This design comes from an exercise in tuning for small area and a short achievable clock period on the open sky130 flow, not from production work. RTL that was checked went through simulation tests only; none was proved equivalent to the original. No activity file was given, so power comes from the tool's default toggle rates.

==> inputs of juniper <==
Design rlwe_rec, start of the top module:
module rlwe_rec (
    input  wire         clk,
    input  wire         rst,         
    input  wire         in_valid,
    input  wire         in_mode,     
    input  wire [127:0] in_x,        
    input  wire         in_bit,      
    input  wire [7:0]   in_r,        
    output reg          out_valid,
    output reg  [7:0]   out_r,       
    output reg          out_key      
);
export LEC_CHECK = 0
export CAP_MARGIN = 20
export CORE_MARGIN = 2
export CORE_UTILIZATION = 65
export CTS_BUF_LIST = sky130_fd_sc_hd__clkbuf_4
export PLACE_DENSITY = 0.75
export SLEW_MARGIN = 20
create_clock -name core_clock -period 15.0 [get_ports {clk}]
standard.sh (not shown) runs the stock make flow with config.mk's settings and CLKGATE_MAP_FILE= SYNTH_SCRIPT=/design/flow/synth_recipe.tcl, a recipe that flattens the netlist after the stock synthesis.
==> flow/flow/run.sh <==
#!/bin/bash
set -e
export BUFFER_PORTS_ARGS="-buffer_cell sky130_fd_sc_hd__buf_1"
export SETUP_SLACK_MARGIN=10.75
export CTS_ARGS="-sink_clustering_enable -repair_clock_nets -buf_list sky130_fd_sc_hd__clkbuf_4 -dont_use_dummy_load -sink_clustering_size 8 -sink_clustering_max_diameter 50"
{
  echo "BUFFER_PORTS_ARGS=$BUFFER_PORTS_ARGS"
  echo "SETUP_SLACK_MARGIN=$SETUP_SLACK_MARGIN"
  echo "CTS_ARGS=$CTS_ARGS"
} > run.log
bash standard.sh > standard.log 2>&1
echo "standard.sh finished" >> run.log
==> nickel: changes against juniper <==
==> flow/run.sh (new file) <==
#!/bin/bash
# synth_recipe.tcl (not shown) runs the flow's synth.tcl, then flattens the netlist and writes it again
# the make line also repeats each setting of config.mk as NAME=value (left out here)
make -C /OpenROAD-flow-scripts/flow DESIGN_CONFIG=/design/flow/config.mk WORK_HOME=/design/flow/orfs CLKGATE_MAP_FILE= SYNTH_SCRIPT=/design/flow/synth_recipe.tcl finish
removed: flow/flow/run.sh
removed: flow/standard.sh
==> delta: changes against juniper <==
==> flow/flow/run.sh (replaced) <==
#!/bin/bash
# The standard layout (standard.sh: the standard flow's own synthesis, floorplan, place,
# CTS and route, unchanged), with one difference: the buffer that
# global placement puts on every input and output port is the small
# sky130_fd_sc_hd__buf_1 instead of the cell buffer_ports picks by itself.
# Every port still gets its own buffer.
set -e
export BUFFER_PORTS_ARGS="-buffer_cell sky130_fd_sc_hd__buf_1"
echo "BUFFER_PORTS_ARGS=$BUFFER_PORTS_ARGS" > run.log
bash standard.sh > standard.log 2>&1
echo "standard.sh finished" >> run.log
==> flow/config.mk (replaced) <==
export PLATFORM = sky130hd
export DESIGN_NAME = rlwe_rec
export DESIGN_NICKNAME = rlwe_rec
export VERILOG_FILES = /design/flow/design.v
export SDC_FILE = /design/flow/constraint.sdc
export NUM_CORES = 4
export LEC_CHECK = 0
export CAP_MARGIN = 20
export CORE_MARGIN = 2
export CORE_UTILIZATION = 40
export SLEW_MARGIN = 20
==> quartz: changes against juniper <==
--- a/flow/design.v
+++ b/flow/design.v
@@ -85,18 +85,23 @@
     reg  [5:0]  s1_yo  [0:3];
     reg  [5:0]  s1_qo  [0:3];
     reg  [3:0]  s1_g;
     reg  [7:0]  s1_h0;                     
     reg  [7:0]  s1_h1;                     
+    reg  [21:0] s1_k;                      
     always @(posedge clk) begin
         if (rst)
             s1_valid <= 1'b0;
         else
             s1_valid <= s0_valid;
         s1_mode <= s0_mode;
         s1_bh   <= bh;
         s1_fail <= |s0_ovf | big[0] | big[1] | big[2] | big[3];
+        if (hr)
+            s1_k <= bh ? 22'd1548146 : 22'd1548162;   
+        else
+            s1_k <= 22'd1474427;                      
         for (j = 0; j < 4; j = j + 1) begin
             s1_u[j]  <= s0_xl[j] ^ {9{g[j]}};
             s1_yo[j] <= yo[j];
             s1_qo[j] <= qo[j];
             s1_g[j]  <= g[j];
@@ -125,14 +130,11 @@
     reg  [21:0] ra, rb;
     wire [3:0]  gb = s1_g & {4{s1_bh}};
     reg  [21:0] K;
     reg         ok;
     always @(*) begin
-        if (~s1_mode)
-            K = s1_bh ? 22'd1548146 : 22'd1548162;   
-        else
-            K = 22'd1474427;                         
+        K = s1_k;
         cs1 = s1_u[0][0] ^ s1_qo[0][3] ^ gb[0];
         cs2 = (s1_u[0][0] & s1_qo[0][3]) | (s1_u[0][0] & gb[0]) | (s1_qo[0][3] & gb[0]);
         cs3 = s1_u[1][0] ^ s1_qo[1][3] ^ gb[1];
         cs4 = (s1_u[1][0] & s1_qo[1][3]) | (s1_u[1][0] & gb[1]) | (s1_qo[1][3] & gb[1]);
         cs5 = s1_u[0][1] ^ s1_qo[0][4] ^ s1_u[1][1];
==> flow/flow/run.sh (replaced) <==
#!/bin/bash
set -e
export BUFFER_PORTS_ARGS="-buffer_cell sky130_fd_sc_hd__buf_1"
export SETUP_SLACK_MARGIN=10.75
echo "BUFFER_PORTS_ARGS=$BUFFER_PORTS_ARGS" > run.log
echo "SETUP_SLACK_MARGIN=$SETUP_SLACK_MARGIN" >> run.log
bash standard.sh > standard.log 2>&1
echo "standard.sh finished" >> run.log
==> summary of the runs <==
Core utilization: nickel > quartz > juniper > delta. Worst hold slack: nickel > quartz > delta > juniper. Between nickel and quartz, the lower die area is in quartz (gap 1.2%, measured against quartz). Between delta and quartz, the lower combinational power is in delta (gap about 6%, measured against quartz). In synthesized cell count, nickel and delta do not differ. In quartz the sequential power is higher than in juniper, by about 1%. The lowest sequential share of layout area belongs to nickel, the highest to juniper.
For quartz, only the layout was checked, not whether the RTL still works.

==> 03-19: inputs <==
rlwe_rec again, from the RTL that the note above started with.
clock: 15.0 ns
lec_check: 0
cap_margin: 20
core_margin: 2
core_utilization: 65
cts_buf_list: sky130_fd_sc_hd__clkbuf_4
place_density: 0.75
slew_margin: 20
==> flow/flow/run.sh <==
#!/bin/bash
# The standard layout (standard.sh: the standard flow's own synthesis, floorplan, place,
# CTS and route, unchanged), with one difference: the buffer that
# global placement puts on every input and output port is the small
# sky130_fd_sc_hd__buf_1 instead of the cell buffer_ports picks by itself.
# Every port still gets its own buffer.
set -e
export BUFFER_PORTS_ARGS="-buffer_cell sky130_fd_sc_hd__buf_1"
export SETUP_SLACK_MARGIN=10.0
echo "BUFFER_PORTS_ARGS=$BUFFER_PORTS_ARGS" > run.log
bash standard.sh > standard.log 2>&1
echo "standard.sh finished" >> run.log
==> 10-20 (differences from 03-19) <==
--- a/flow/flow/run.sh
+++ b/flow/flow/run.sh
@@ -7,5 +7,5 @@
 set -e
 export BUFFER_PORTS_ARGS="-buffer_cell sky130_fd_sc_hd__buf_1"
-export SETUP_SLACK_MARGIN=10.0
+export SETUP_SLACK_MARGIN=10.5
 echo "BUFFER_PORTS_ARGS=$BUFFER_PORTS_ARGS" > run.log
 bash standard.sh > standard.log 2>&1
==> 08-11 (differences from 03-19) <==
==> flow/flow/run.sh (replaced) <==
#!/bin/bash
set -e
export BUFFER_PORTS_ARGS="-buffer_cell sky130_fd_sc_hd__buf_1"
export SETUP_SLACK_MARGIN=10.75
export SETUP_MOVE_SEQUENCE="unbuffer,sizeup,swap"
export CTS_ARGS="-sink_clustering_enable -repair_clock_nets -buf_list sky130_fd_sc_hd__clkbuf_4 -dont_use_dummy_load -sink_clustering_size 8 -sink_clustering_max_diameter 50"
{
  echo "BUFFER_PORTS_ARGS=$BUFFER_PORTS_ARGS"
  echo "SETUP_SLACK_MARGIN=$SETUP_SLACK_MARGIN"
  echo "CTS_ARGS=$CTS_ARGS"
} > run.log
bash standard.sh > standard.log 2>&1
echo "standard.sh finished" >> run.log
==> results.yml <==
pwr:
  netSwitchingFraction: 0.430
  pg_clk_w: 0.000486
  leakage_nw: 6.83
drt:
  met1_length_mm: 16.1
  drt-total-wl_mm: 38.9
status:
  status: "timing/DRC/antenna clean"
placed_design:
  routabilityCongestion: 0.948
global_route:
  use_met3: 0.0742
clock_tree:
  cts-resized-gates: 6
  cts.clk_slew.worst_paths_ns: 0.07
finish:
  fin_util: 0.722
  nonClockBufferCount: 160
-- figures above: 03-19

==> results.yml <==
status:
  status: "timing/DRC/antenna clean"
clock_tree:
  cts.clk_slew.worst_paths_ns: 0.09
pwr:
  netSwitchingFraction: 0.435
  pg_clk_w: 0.000296
  leakage_nw: 6.60
finish:
  diodes: 1
  area_growth_pct: 8.31
  nonClockBufferCount: 159
  fin_util: 0.716
global_route:
  use_met3: 0.0544
placed_design:
  routabilityCongestion: 0.971
drt:
  drt-total-wl_mm: 38.6
-- figures above: 08-11

==> results.yml <==
status:
  status: "timing/DRC/antenna clean"
drt:
  met1_length_mm: 17.1
finish:
  fin_util: 0.745
  nonClockBufferCount: 184
global_route:
  antenna_found_initial: 1
  grt_usage: 0.327
pwr:
  leakage_nw: 7.00
  netSwitchingFraction: 0.426
  pg_clk_w: 0.000492
clock_tree:
  clock-sinks: 207
  cts-resized-gates: 42
placed_design:
  routabilityCongestion: 0.951
-- figures above: 10-20


==> run C: inputs <==
rlwe_rec again, from the RTL that the note above started with.
Design rlwe_rec, start of the top module:
module rlwe_rec (
    input  wire         clk,
    input  wire         rst,         
    input  wire         in_valid,
    input  wire         in_mode,     
    input  wire [127:0] in_x,        
    input  wire         in_bit,      
    input  wire [7:0]   in_r,        
    output reg          out_valid,
    output reg  [7:0]   out_r,       
    output reg          out_key      
);
Settings: LEC_CHECK=0, CAP_MARGIN=20, CORE_MARGIN=2, CORE_UTILIZATION=65, CTS_BUF_LIST=sky130_fd_sc_hd__clkbuf_4, PLACE_DENSITY=0.75, SLEW_MARGIN=20; clock period 15.0 ns.
==> flow/flow/run.sh <==
#!/bin/bash
set -e
export BUFFER_PORTS_ARGS="-buffer_cell sky130_fd_sc_hd__buf_1"
export SETUP_SLACK_MARGIN=10.75
export CTS_ARGS="-sink_clustering_enable -repair_clock_nets -buf_list sky130_fd_sc_hd__clkbuf_4 -dont_use_dummy_load"
{
  echo "BUFFER_PORTS_ARGS=$BUFFER_PORTS_ARGS"
  echo "SETUP_SLACK_MARGIN=$SETUP_SLACK_MARGIN"
  echo "CTS_ARGS=$CTS_ARGS"
} > run.log
bash standard.sh > standard.log 2>&1
echo "standard.sh finished" >> run.log
==> inputs of run H, as changes to run C <==
==> flow/flow/run.sh (replaced) <==
#!/bin/bash
set -e
export BUFFER_PORTS_ARGS="-buffer_cell sky130_fd_sc_hd__buf_1"
export SETUP_SLACK_MARGIN=10.75
echo "BUFFER_PORTS_ARGS=$BUFFER_PORTS_ARGS" > run.log
echo "SETUP_SLACK_MARGIN=$SETUP_SLACK_MARGIN" >> run.log
bash standard.sh > standard.log 2>&1
echo "standard.sh finished" >> run.log
CORE_UTILIZATION = 55   (was 65)
PLACE_DENSITY = 0.7   (was 0.75)
==> inputs of run A, as changes to run C <==
==> flow/flow/run.sh (replaced) <==
#!/bin/bash
# The standard layout (standard.sh: the standard flow's own synthesis, floorplan, place,
# CTS and route, unchanged), with one difference: the buffer that
# global placement puts on every input and output port is the small
# sky130_fd_sc_hd__buf_1 instead of the cell buffer_ports picks by itself.
# Every port still gets its own buffer.
set -e
export BUFFER_PORTS_ARGS="-buffer_cell sky130_fd_sc_hd__buf_1"
export SETUP_SLACK_MARGIN=11.5
echo "BUFFER_PORTS_ARGS=$BUFFER_PORTS_ARGS" > run.log
bash standard.sh > standard.log 2>&1
echo "standard.sh finished" >> run.log
==> inputs of run D, as changes to run C <==
==> flow/flow/run.sh (replaced) <==
#!/bin/bash
set -e
export BUFFER_PORTS_ARGS="-buffer_cell sky130_fd_sc_hd__buf_1"
export SETUP_SLACK_MARGIN=10.75
export SETUP_MOVE_SEQUENCE="unbuffer,sizeup,swap"
export CTS_ARGS="-sink_clustering_enable -repair_clock_nets -buf_list sky130_fd_sc_hd__clkbuf_4 -dont_use_dummy_load -sink_clustering_size 8 -sink_clustering_max_diameter 50"
{
  echo "BUFFER_PORTS_ARGS=$BUFFER_PORTS_ARGS"
  echo "SETUP_SLACK_MARGIN=$SETUP_SLACK_MARGIN"
  echo "SETUP_MOVE_SEQUENCE=$SETUP_MOVE_SEQUENCE"
  echo "CTS_ARGS=$CTS_ARGS"
} > run.log
bash standard.sh > standard.log 2>&1
echo "standard.sh finished" >> run.log
TNS_END_PERCENT = 10   (was not set)
==> results.txt <==
crit path launch=s1_bh$_DFF_P_; Non-CTS buffers=158; Crit. path cell count=15; post-route cell area=16000 um^2; Final nets=2117; vias in the first global route=11.9k; outcome=complete, no violations; PostCTS Resize Cnt=50; DIE WIDTH=156 um; Clk power=287 uW
[end of results for run D]
==> results.txt <==
outcome=complete, no violations; DIE WIDTH=156 um; PostCTS Resize Cnt=59; vias in the first global route=12.3k; ranking of synthesized cells by area=dfxtp_1 (28%), fa_1 (11%), ha_1 (9.8%); Clk power=363 uW; Final nets=2173; post-route cell area=16700 um^2; H-tree lvl count=2; RSZ-0062 raised after global routing=yes; Crit. path cell count=16
[end of results for run C]
==> results.txt <==
outcome=complete, no violations; met1 Resource Use GR=44.9%; f_max=217 MHz; post-route cell area=18600 um^2; PostCTS Resize Cnt=205; Reg area=4230 um^2; Final nets=2258; DIE WIDTH=156 um; vias in the first global route=13.1k; crit path launch=s1_g[0]$_DFF_P_; Clk power=471 uW; Crit. path cell count=16; setup ws final=10390 ps
[end of results for run A]
==> results.txt <==
post-route cell area=17100 um^2; Clk power=501 uW; Final nets=2172; PostCTS Resize Cnt=68; DIE WIDTH=169 um; Non-CTS buffers=191; Crit. path cell count=16; outcome=complete, no violations
[end of results for run H]

==> run a <==
Starting RTL as in the previous note.
Settings: LEC_CHECK=0, CAP_MARGIN=20, CORE_MARGIN=2, CORE_UTILIZATION=65, CTS_BUF_LIST=sky130_fd_sc_hd__clkbuf_4, PLACE_DENSITY=0.75, SLEW_MARGIN=20, TNS_END_PERCENT=5; clock period 15.0 ns.
==> flow/flow/run.sh <==
#!/bin/bash
set -e
export BUFFER_PORTS_ARGS="-buffer_cell sky130_fd_sc_hd__buf_1"
export SETUP_SLACK_MARGIN=10.75
export SETUP_MOVE_SEQUENCE="unbuffer,sizeup,swap"
export CTS_ARGS="-sink_clustering_enable -repair_clock_nets -buf_list sky130_fd_sc_hd__clkbuf_4 -dont_use_dummy_load -sink_clustering_size 8 -sink_clustering_max_diameter 50"
{
  echo "BUFFER_PORTS_ARGS=$BUFFER_PORTS_ARGS"
  echo "SETUP_SLACK_MARGIN=$SETUP_SLACK_MARGIN"
  echo "SETUP_MOVE_SEQUENCE=$SETUP_MOVE_SEQUENCE"
  echo "CTS_ARGS=$CTS_ARGS"
} > run.log
bash standard.sh > standard.log 2>&1
echo "standard.sh finished" >> run.log
==> inputs of run b, as changes to run a <==
==> flow/run.sh (new file) <==
#!/bin/bash
# synth_recipe.tcl (not shown) runs the flow's synth.tcl, then flattens the netlist and writes it again
# the make line also repeats each setting of config.mk as NAME=value (left out here)
make -C /OpenROAD-flow-scripts/flow DESIGN_CONFIG=/design/flow/config.mk WORK_HOME=/design/flow/orfs CLKGATE_MAP_FILE= SYNTH_SCRIPT=/design/flow/synth_recipe.tcl finish
--- a/flow/config.mk
+++ b/flow/config.mk
@@ -8,7 +8,4 @@
 export CAP_MARGIN = 20
 export CORE_MARGIN = 2
-export CORE_UTILIZATION = 65
-export CTS_BUF_LIST = sky130_fd_sc_hd__clkbuf_4
-export PLACE_DENSITY = 0.75
+export CORE_UTILIZATION = 40
 export SLEW_MARGIN = 20
-export TNS_END_PERCENT = 5
removed: flow/flow/run.sh
removed: flow/standard.sh
==> summary of the runs <==
- Run b ran to the end with no violations. Run a produced a clean layout.
- Between run a and run b, the lower global-route usage is in run b (gap 10 points).
- Of run b and run a, run a has the higher critical path depth (gap 2).
- Of run b and run a, run b has the higher die area (gap 61%, measured against run a).
- In run a the final cell count is smaller than in run b, by about 9%.
- In run a the wire length is smaller than in run b, by about 8%.
==> figures <==
metric                                                                                        run b                    run a
Outcome                                                                     complete, no violations  complete, no violations
Drt wl/cell                                                                                 18.3 um                  18.4 um
Max-slew headroom at the worst pin                                                            0.322                    0.339
Final standard cell count with taps included and fillers excluded                              2262                     2062
Clock share of power                                                                          0.218                    0.099
Tmin final                                                                                  5.60 ns                  4.72 ns
Clock-cell share of area                                                                     0.0491                   0.0146
Cell at the slowest stage of the critical path                     sky130_fd_sc_hd__clkdlybuf4s50_1    sky130_fd_sc_hd__fa_2
DP Worst Slack                                                                              8.89 ns                  9.04 ns
Maximum clock frequency                                                                   0.178 GHz                0.212 GHz
Fill count                                                                                     3532                     1853

[re-timing with driven ports]
How much do the figures lean on ideal ports? The routed layouts below were timed once more, with nothing changed but the port constraints. Step 1, drivers: a clkbuf_16 drives clk and a buf_2 each remaining input, both assumed. Step 2 also shifts input and output timing later by t, the mid clock arrival at the registers, as if the neighbouring blocks saw the same clock. Three values: ideal ports, drivers, drivers and shift; two values: the first two.
run | shift t [ns] | slack for setup (ns) | worst register clock-pin slew, ns | worst slew at a driven data input, ns
juniper | 0.647 | 10.391 / 10.383 / 9.736 | 0.10 / 0.10 | 0.06
nickel | 0.733 | 9.557 / 9.580 / 8.847 | 0.07 / 0.07 | 0.05
delta | 0.589 | 9.789 / 9.816 / 9.228 | 0.06 / 0.06 | 0.05
quartz | 0.730 | 10.319 / 10.319 / 9.590 | 0.07 / 0.07 | 0.06
03-19 | 0.752 | 10.170 / 10.170 / 9.450 | 0.08 / 0.08 | 0.04
10-20 | 0.720 | 10.322 / 10.322 / 9.718 | 0.09 / 0.09 | 0.06
08-11 | 0.633 | 10.328 / 10.328 / 9.752 | 0.10 / 0.10 | 0.06
run C of note 3 | 0.688 | 10.341 / 10.341 / 9.713 | 0.07 / 0.07 | 0.06
run H of note 3 | 0.742 | 10.372 / 10.372 / 9.731 | 0.08 / 0.08 | 0.07
run A of note 3 | 0.738 | 10.389 / 10.389 / 9.688 | 0.08 / 0.08 | 0.06
run D of note 3 | 0.637 | 10.302 / 10.302 / 9.744 | 0.10 / 0.10 | 0.07
run a of note 4 | 0.725 | 10.284 / 10.284 / 9.622 | 0.10 / 0.10 | 0.06
run b of note 4 | 0.593 | 9.395 / 9.426 / 8.834 | 0.07 / 0.07 | 0.05
After both steps every run listed still meets setup and hold. For quartz, which loses most, drivers alone change the setup slack by 0.000 ns; drivers and shift together by -0.729 ns.
